From an optimization exercise on the open Yosys and OpenROAD flow, aimed at small area, a short achievable clock period and few clock cycles; shortcuts taken in it are not production practice.
Only simulation tests tie the RTL to the original design; equivalence was not proved.

[flow/design.v]
module wfe_fround (
    input  wire               sign,
    input  wire signed [11:0] exp,
    input  wire [26:0]        sig,
    input  wire               sticky_in,
    output reg  [31:0]        result
);
    reg [11:0] sh;
    reg [53:0] wide;
    reg [26:0] m;
    reg        st;
    reg [23:0] m24;
    reg        rb;
    reg        inc;
    reg [33:0] pack;
    reg [7:0]  ef;
    always @* begin
        if (exp >= 1) begin
            sh = 12'd0;
        end else begin
            sh = 12'd1 - exp;
            if (sh > 12'd28) sh = 12'd28;
        end
        wide = {sig, 27'd0} >> sh;
        m    = wide[53:27];
        st   = sticky_in | (|wide[26:0]);
        m24 = m[26:3];
        rb  = m[2];
        st  = st | m[1] | m[0];
        inc = rb & (st | m24[0]);
        ef   = (exp >= 1) ? exp[7:0] - 8'd1 : 8'd0;
        pack = {3'd0, ef, 23'd0} + {10'd0, m24} + {33'd0, inc};
        if (exp >= 255 || pack[31:0] >= 32'h7f80_0000)
            result = {sign, 31'h7f80_0000};
        else
            result = {sign, pack[30:0]};
    end
endmodule
module wfe_fmul (
    input  wire [31:0] a,
    input  wire [31:0] b,
    output reg  [31:0] y
);
    wire        sa = a[31];
    wire        sb = b[31];
    wire [7:0]  ea = a[30:23];
    wire [7:0]  eb = b[30:23];
    wire [22:0] fa = a[22:0];
    wire [22:0] fb = b[22:0];
    wire a_nan  = (ea == 8'hff) && (fa != 0);
    wire b_nan  = (eb == 8'hff) && (fb != 0);
    wire a_inf  = (ea == 8'hff) && (fa == 0);
    wire b_inf  = (eb == 8'hff) && (fb == 0);
    wire a_zero = (ea == 8'h00) && (fa == 0);
    wire b_zero = (eb == 8'h00) && (fb == 0);
    wire s      = sa ^ sb;
    wire [23:0] ma = {ea != 0, fa};
    wire [23:0] mb = {eb != 0, fb};
    wire [8:0]  xa = (ea == 0) ? 9'd1 : {1'b0, ea};
    wire [8:0]  xb = (eb == 0) ? 9'd1 : {1'b0, eb};
    wire [47:0] p = ma * mb;
    reg [5:0] lz;
    integer   i;
    always @* begin
        lz = 6'd48;
        for (i = 0; i < 48; i = i + 1)
            if (p[i]) lz = 6'd47 - i[5:0];
    end
    wire [47:0]        pn  = p << lz;
    wire signed [11:0] ex  = $signed({3'd0, xa}) + $signed({3'd0, xb}) - 12'sd127 + 12'sd1 - $signed({6'd0, lz});
    wire [31:0]        rnd;
    wfe_fround u_round (
        .sign     (s),
        .exp      (ex),
        .sig      (pn[47:21]),
        .sticky_in(|pn[20:0]),
        .result   (rnd)
    );
    always @* begin
        if (a_nan || b_nan || (a_inf && b_zero) || (a_zero && b_inf))
            y = 32'h7fc0_0000;
        else if (a_inf || b_inf)
            y = {s, 31'h7f80_0000};
        else if (a_zero || b_zero)
            y = {s, 31'd0};
        else
            y = rnd;
    end
endmodule
module wfe_fadd (
    input  wire [31:0] a,
    input  wire [31:0] b,
    output reg  [31:0] y
);
    wire a_nan = (a[30:23] == 8'hff) && (a[22:0] != 0);
    wire b_nan = (b[30:23] == 8'hff) && (b[22:0] != 0);
    wire a_inf = (a[30:23] == 8'hff) && (a[22:0] == 0);
    wire b_inf = (b[30:23] == 8'hff) && (b[22:0] == 0);
    wire        swap = b[30:0] > a[30:0];
    wire [31:0] x    = swap ? b : a;
    wire [31:0] z    = swap ? a : b;
    wire [7:0]  ex_b = x[30:23];
    wire [7:0]  ez_b = z[30:23];
    wire [7:0]  ex   = (ex_b == 0) ? 8'd1 : ex_b;
    wire [7:0]  ez   = (ez_b == 0) ? 8'd1 : ez_b;
    wire [23:0] mx   = {ex_b != 0, x[22:0]};
    wire [23:0] mz   = {ez_b != 0, z[22:0]};
    wire [7:0]  d    = ex - ez;
    wire [53:0] zw   = {mz, 3'd0, 27'd0} >> ((d > 8'd54) ? 8'd54 : d);
    wire [26:0] za   = {zw[53:28], |zw[27:0]};
    wire [26:0] xa   = {mx, 3'd0};
    wire        sub  = x[31] ^ z[31];
    wire [27:0] sum  = sub ? ({1'b0, xa} - {1'b0, za}) : ({1'b0, xa} + {1'b0, za});
    reg [5:0] lz;
    integer   i;
    always @* begin
        lz = 6'd28;
        for (i = 0; i < 28; i = i + 1)
            if (sum[i]) lz = 6'd27 - i[5:0];
    end
    wire [27:0]        sn = sum << lz;
    wire signed [11:0] en = $signed({4'd0, ex}) + 12'sd1 - $signed({6'd0, lz});
    wire [31:0]        rnd;
    wfe_fround u_round (
        .sign     (x[31]),
        .exp      (en),
        .sig      (sn[27:1]),
        .sticky_in(sn[0]),
        .result   (rnd)
    );
    always @* begin
        if (a_nan || b_nan || (a_inf && b_inf && (a[31] != b[31])))
            y = 32'h7fc0_0000;
        else if (a_inf)
            y = a;
        else if (b_inf)
            y = b;
        else if (sum == 0)
            y = {(a[31] & b[31]), 31'd0};
        else
            y = rnd;
    end
endmodule
module wfe_fwd_line (
    input  wire        clk,
    input  wire        rst,
    input  wire        tap_we,
    input  wire        tap_hi,
    input  wire [3:0]  tap_idx,
    input  wire [31:0] tap_data,
    input  wire        start,
    input  wire [5:0]  n,
    input  wire [4:0]  lsz,
    input  wire [4:0]  hsz,
    input  wire        inv,
    output wire        busy,
    input  wire        in_valid,
    input  wire [31:0] in_data,
    output wire        in_ready,
    output reg         out_valid,
    output reg  [31:0] out_data,
    output reg         done,
    output reg         err
);
    localparam MAXN = 32;
    localparam S_IDLE  = 3'd0;
    localparam S_CHECK = 3'd1;
    localparam S_LOAD  = 3'd2;
    localparam S_CALC  = 3'd3;
    localparam S_DONE  = 3'd4;
    reg [2:0]  state;
    reg [31:0] lotap [0:15];
    reg [31:0] hitap [0:15];
    reg [31:0] xbuf  [0:MAXN-1];
    reg [5:0]  nr;       
    reg [4:0]  lr;       
    reg [4:0]  hr;       
    reg        invr;     
    reg [5:0]  cnt;      
    reg [3:0]  ti;       
    reg [31:0] acc;
    assign busy     = (state != S_IDLE);
    assign in_ready = (state == S_LOAD);
    wire        odd  = lr[0];
    wire [5:0]  llen = (nr + 6'd1) >> 1;
    wire [5:0]  hlen = nr >> 1;
    wire signed [8:0] sn   = $signed({3'd0, nr});
    wire signed [8:0] sl   = $signed({4'd0, lr});
    wire signed [8:0] sh   = $signed({4'd0, hr});
    wire signed [8:0] sll  = $signed({3'd0, llen});
    wire signed [8:0] shl  = $signed({3'd0, hlen});
    wire signed [8:0] lmin = odd ? -((sl - 9'sd1) >>> 1) : -(sl >>> 1) + 9'sd1;
    wire signed [8:0] lmax = odd ? 9'sd2 * (sll - 9'sd1) + ((sl - 9'sd1) >>> 1)
                                 : 9'sd2 * (sll - 9'sd1) + (sl >>> 1);
    wire signed [8:0] hmin = odd ? -((sh - 9'sd1) >>> 1) + 9'sd1 : -(sh >>> 1) + 9'sd1;
    wire signed [8:0] hmax = odd ? 9'sd2 * (shl - 9'sd1) + ((sh - 9'sd1) >>> 1) + 9'sd1
                                 : 9'sd2 * (shl - 9'sd1) + (sh >>> 1);
    wire signed [8:0] wlo  = odd ? -(sn - 9'sd1) : -sn;
    wire signed [8:0] whi  = odd ? 9'sd2 * sn - 9'sd2 : 9'sd2 * sn - 9'sd1;
    wire signed [8:0] mn   = (lmin < hmin) ? lmin : hmin;
    wire signed [8:0] mx   = (lmax > hmax) ? lmax : hmax;
    wire cfg_ok = (lr >= 5'd2) && (lr <= 5'd16) &&
                  (hr >= 5'd2) && (hr <= 5'd16) &&
                  (lr[0] == hr[0]) &&
                  (nr >= 6'd2) && (nr <= MAXN) &&
                  (wlo <= mn) && (mx <= whi);
    reg        is_hi;
    reg [5:0]  k;
    always @* begin
        if (!invr) begin
            is_hi = (cnt >= llen);
            k     = is_hi ? cnt - llen : cnt;
        end else begin
            is_hi = (cnt < hlen);
            k     = is_hi ? cnt : cnt - hlen;
        end
    end
    wire [4:0]  ntaps = is_hi ? hr : lr;
    wire signed [8:0] sk = $signed({3'd0, k});
    reg signed [8:0] e0;
    always @* begin
        if (odd)
            e0 = is_hi ? 9'sd2 * sk - ((sh - 9'sd1) >>> 1) + 9'sd1
                       : 9'sd2 * sk - ((sl - 9'sd1) >>> 1);
        else
            e0 = is_hi ? 9'sd2 * sk - (sh >>> 1) + 9'sd1
                       : 9'sd2 * sk - (sl >>> 1) + 9'sd1;
    end
    wire signed [8:0] ke = e0 + $signed({5'd0, ti});
    reg  signed [8:0] j;
    always @* begin
        if (ke < 0)
            j = odd ? -ke : -9'sd1 - ke;
        else if (ke > sn - 9'sd1)
            j = odd ? 9'sd2 * (sn - 9'sd1) - ke : 9'sd2 * sn - 9'sd1 - ke;
        else
            j = ke;
    end
    wire [31:0] xs   = xbuf[j[4:0]];
    wire [31:0] tlo  = lotap[ti];
    wire [31:0] thi  = hitap[ti];
    wire [31:0] tap  = is_hi ? (odd ? thi : {~thi[31], thi[30:0]}) : tlo;
    wire [31:0] prod;
    wire [31:0] sum;
    wfe_fmul u_mul (.a(xs),  .b(tap),  .y(prod));
    wfe_fadd u_add (.a(acc), .b(prod), .y(sum));
    wire [31:0] acc_next = (ti == 4'd0) ? prod : sum;
    wire        last_tap = ({1'b0, ti} == ntaps - 5'd1);
    always @(posedge clk) begin
        if (tap_we && state == S_IDLE) begin
            if (tap_hi) hitap[tap_idx] <= tap_data;
            else        lotap[tap_idx] <= tap_data;
        end
        if (state == S_LOAD && in_valid)
            xbuf[cnt[4:0]] <= in_data;
    end
    always @(posedge clk) begin
        if (rst) begin
            state     <= S_IDLE;
            out_valid <= 1'b0;
            out_data  <= 32'd0;
            done      <= 1'b0;
            err       <= 1'b0;
            nr        <= 6'd0;
            lr        <= 5'd0;
            hr        <= 5'd0;
            invr      <= 1'b0;
            cnt       <= 6'd0;
            ti        <= 4'd0;
            acc       <= 32'd0;
        end else begin
            out_valid <= 1'b0;
            done      <= 1'b0;
            case (state)
                S_IDLE: begin
                    if (start) begin
                        nr    <= n;
                        lr    <= lsz;
                        hr    <= hsz;
                        invr  <= inv;
                        err   <= 1'b0;
                        state <= S_CHECK;
                    end
                end
                S_CHECK: begin
                    cnt <= 6'd0;
                    ti  <= 4'd0;
                    if (cfg_ok) begin
                        state <= S_LOAD;
                    end else begin
                        err   <= 1'b1;
                        state <= S_DONE;
                    end
                end
                S_LOAD: begin
                    if (in_valid) begin
                        if (cnt == nr - 6'd1) begin
                            cnt   <= 6'd0;
                            state <= S_CALC;
                        end else begin
                            cnt <= cnt + 6'd1;
                        end
                    end
                end
                S_CALC: begin
                    acc <= acc_next;
                    if (last_tap) begin
                        out_valid <= 1'b1;
                        out_data  <= acc_next;
                        ti        <= 4'd0;
                        if (cnt == nr - 6'd1) begin
                            state <= S_DONE;
                        end else begin
                            cnt <= cnt + 6'd1;
                        end
                    end else begin
                        ti <= ti + 4'd1;
                    end
                end
                S_DONE: begin
                    done  <= 1'b1;
                    state <= S_IDLE;
                end
                default: state <= S_IDLE;
            endcase
        end
    end
endmodule
[flow/run.sh]
#!/bin/bash
# synth_recipe.tcl (not shown) runs the flow's synth.tcl, then flattens the netlist and writes it again
# the make line also repeats each setting of config.mk as NAME=value (left out here)
make -C /OpenROAD-flow-scripts/flow DESIGN_CONFIG=/design/flow/config.mk WORK_HOME=/design/flow/orfs CLKGATE_MAP_FILE= SYNTH_SCRIPT=/design/flow/synth_recipe.tcl finish
[flow/config.mk]
export PLATFORM = sky130hd
export DESIGN_NAME = wfe_fwd_line
export DESIGN_NICKNAME = wfe_fwd_line
export VERILOG_FILES = /design/flow/design.v
export SDC_FILE = /design/flow/constraint.sdc
export NUM_CORES = 4
export LEC_CHECK = 0
export CAP_MARGIN = 40
export CORE_MARGIN = 2
export CORE_UTILIZATION = 40
export SLEW_MARGIN = 20
[flow/constraint.sdc]
create_clock -name core_clock -period 52.0 [get_ports {clk}]
set_input_delay 10.4000 -clock core_clock [delete_from_list [all_inputs] [get_ports {clk}]]
set_output_delay 10.4000 -clock core_clock [all_outputs]
set_load 0.01 [all_outputs]
==> summary.txt <==
final cells by class:
| class | instances | area, um2 | area share (%) |
|---|---|---|---|
| Sequential cell | 2149 | 63540 | 43.05 |
| Clock buffer | 263 | 5783 | 3.918 |
| Tap cell | 4325 | 5411 | 3.666 |
| Timing Repair Buffer | 568 | 5588 | 3.786 |
| Inverter | 755 | 2845 | 1.928 |
| Antenna cell | 12 | 30.03 | 0.02035 |
| Multi-Input combinational cell | 7227 | 62900 | 42.62 |
| Clock inverter | 142 | 1501 | 1.017 |
sequential cells by signal, indices dropped and copies added, names as in the netlist, 6 cells and up, named ones only:
register,count
xbuf,1024
nr,6
lotap,512
acc,32
out_data,32
hitap,512
cnt,6
worst min-delay path, cell delays in order, from the launching register on:
cell and delay (ps):
dfxtp_1 310, nand2_1 50, a21oi_1 50
kinds of logic after synthesis:
group           after synthesis  synth area share [%]
buf+inv                    1340                 3.975
xor+xnor                    297                 2.045
fa+ha+maj                   928                 11.75
mux                         784                 11.58
flops                      2149                 48.68
compound gates             2045                 10.81
other cells                   1              0.002874
simple gates               3168                 11.16
routing by layer:
metal | vias to the layer above | GRT usage (%) | share of wire, %
met3 | 684 | 4.293 | 8.5
met1 | 48630 | 36.46 | 42
met5 | - | 0 | 0.024
met4 | 16 | 7.320 | 3.1
met2 | 4485 | 40.91 | 46
li1 | 40450 | - | -
timing repair:
action                                  4_1_cts  5_1_grt
endpoints found under the setup margin        0       62
gates resized for setup                       0       22
hold buffers                                  0        0
setup buffers                                 0       17
cells in the final DEF (no fill, tap or decap), types with 140 or more instances in the layout:
master / instances
o21ai_0: 302
clkbuf_16: 225
inv_1: 740
nor2_1: 1018
nand2_1: 939
buf_4: 322
a21oi_1: 467
xnor2_1: 202
ha_1: 431
or2_2: 140
mux4_2: 574
fa_1: 496
nand3_1: 199
edfxtp_1: 2048
nor3_1: 171
through the flow:
stage          utilization (%)  hold slack (ps)  instances  worst slack (ps)
2_1_floorplan                -            436.3      10710              5231
3_3_place_gp             42.61            439.9      14890              1943
3_5_place_dp             42.89            448.7      14950              1827
4_1_cts                  45.13            454.6      15350              1573
5_1_grt                  45.47            472.0      15430             41.74
6_report                 45.48            455.4      15440              3439
path summary, 6_finish.rpt:
path / cells after the start / endpoint / slack, ps / startpoint
max: 213 / out_data[6] / 3440 / nr[1]
min: 2 / out_data[13] / 460 / out_data[13]
min reg2reg: 2 / out_data[13] / 460 / out_data[13]
max reg2reg: 213 / out_data[6] / 3440 / nr[1]
==> results.cfg <==
[outcome]
status = finished clean

[route]
avgRoutedWirePerCell_um = 28.18
dr_total_vias = 94270
dr.pass1.iters = 6
ant_nets = 0
drc = 0
routed_wl_um = 435100
viasPerCell = 6.105
drt_iter0_drc = 10500

[timing]
max_freq_mhz = 20.59
tightest_slew_ps = 1030
clock-skew-final_ps = 83.90
slew_headroom_pct = 31.37
finalCriticalPeriod_ps = 48560
hold_viol = 0
rsz0062_at_grt = no
setup_tns_ps = 0
fin_crit_sh_pct = 93.39
maxSlewViolCount = 0
finalSetupViolCount = 0

[critical_path]
crit_top_cell = nor2_1
max_stage_delay_ps = 790
cp_max_fo = 79
cp_slowest_cell = or4b_1
end_kind = flop
crit_buf_inv = 26
cp_top_family = compound AO/OA/AOI/OAI gates
cp.required_ps = 52770
arrival_ps = 49330
critPathLaunchType = flop
critPathKind = flop to flop

[die]
io_pins = 128
dieHeight_um = 575.2
dieArea_um2 = 330800
initial_core_util_pct = 40.21
coreArea_um2 = 324500
num_rows = 209
die_x_um = 575.2

[hold_path]
min_path_type = flop to flop

[synthesis]
ys_seq_area_share_pct = 48.68
ys_ff_latch = 2149
yosysTopAreaCell = edfxtp_1
ys.flop_type = edfxtp_1
synth_most_common_cell = edfxtp_1
synth_cell_types = 148
synth_edf_count = 2048
synth_area_per_cell_um2 = 12.18
synthTopCellsByArea = edfxtp_1 47%, mux4_2 9.9%, fa_1 7.6%
yosysWarnings = 4
syn-cell-area_um2 = 130500
synthTopCellsByCount = 2048 x edfxtp_1, 1087 x nor2_1, 940 x nand2_1
async_reset_ff_share_pct = 0
syn_inst = 10710
yosysTopAreaCellShare_pct = 47.13

[final_layout]
final_cell_area_um2 = 147600
drive_gt1_share_pct = 16.01
syn_to_final_growth_pct = 13.11
nFillCells = 29000
nets = 11940

[global_route]
grt_pass1_wl_um = 638100
antenna_found_initial = 24
grt_overflow_total = 0
grt.total_usage_pct = 25.76
first_global_vias = 93410
grt_max_degree = 102

[flow_run]
max_cap_violations = 0

[clock_network]
root_buffer = clkbuf_16
insertion_delay_ps = 940
cts_max_level = 4
cts_buffer_depth = 4
clk_transition_reported_paths_ps = 60
cts_sinks = 2149
cts_buffers = 222
cts_tree = built

[placement]
place_area_um2 = 139200
hpwl_um = 293000
io_buffers = 127
place.gp.congestion = 0.9775
Testbench counts, summed over its fixed seeds: cycles 75,852.

separate check: timing with driven ports:
In the flow no input, the clock included, has a driving cell. The finished layout below was timed again as built, in two steps. Step 1 sets driving cells, clkbuf_16 on the clock port and buf_2 on the other inputs (assumed; they add their load-dependent delay and slew). Step 2 adds t to the input delays and takes it off the output delays; t is the mean of the earliest and latest rising clock arrival at the registers after step 1. Input paths then give back, and output paths get back, about the clock's delay inside the block. Slacks: no drivers / after step 1 / after step 2; pairs: no drivers / after step 1.
t (ns): 0.976
slack for setup (ns): 3.439 / 3.439 / 3.439
worst hold slack (ns): 0.455 / 0.455 / 0.455
worst setup path at the end: register to register
pins driven straight from the clock port: 1
After both steps this run still meets setup and hold. The setup slack of this run moves by 0.000 ns with the drivers and by 0.000 ns with both steps.
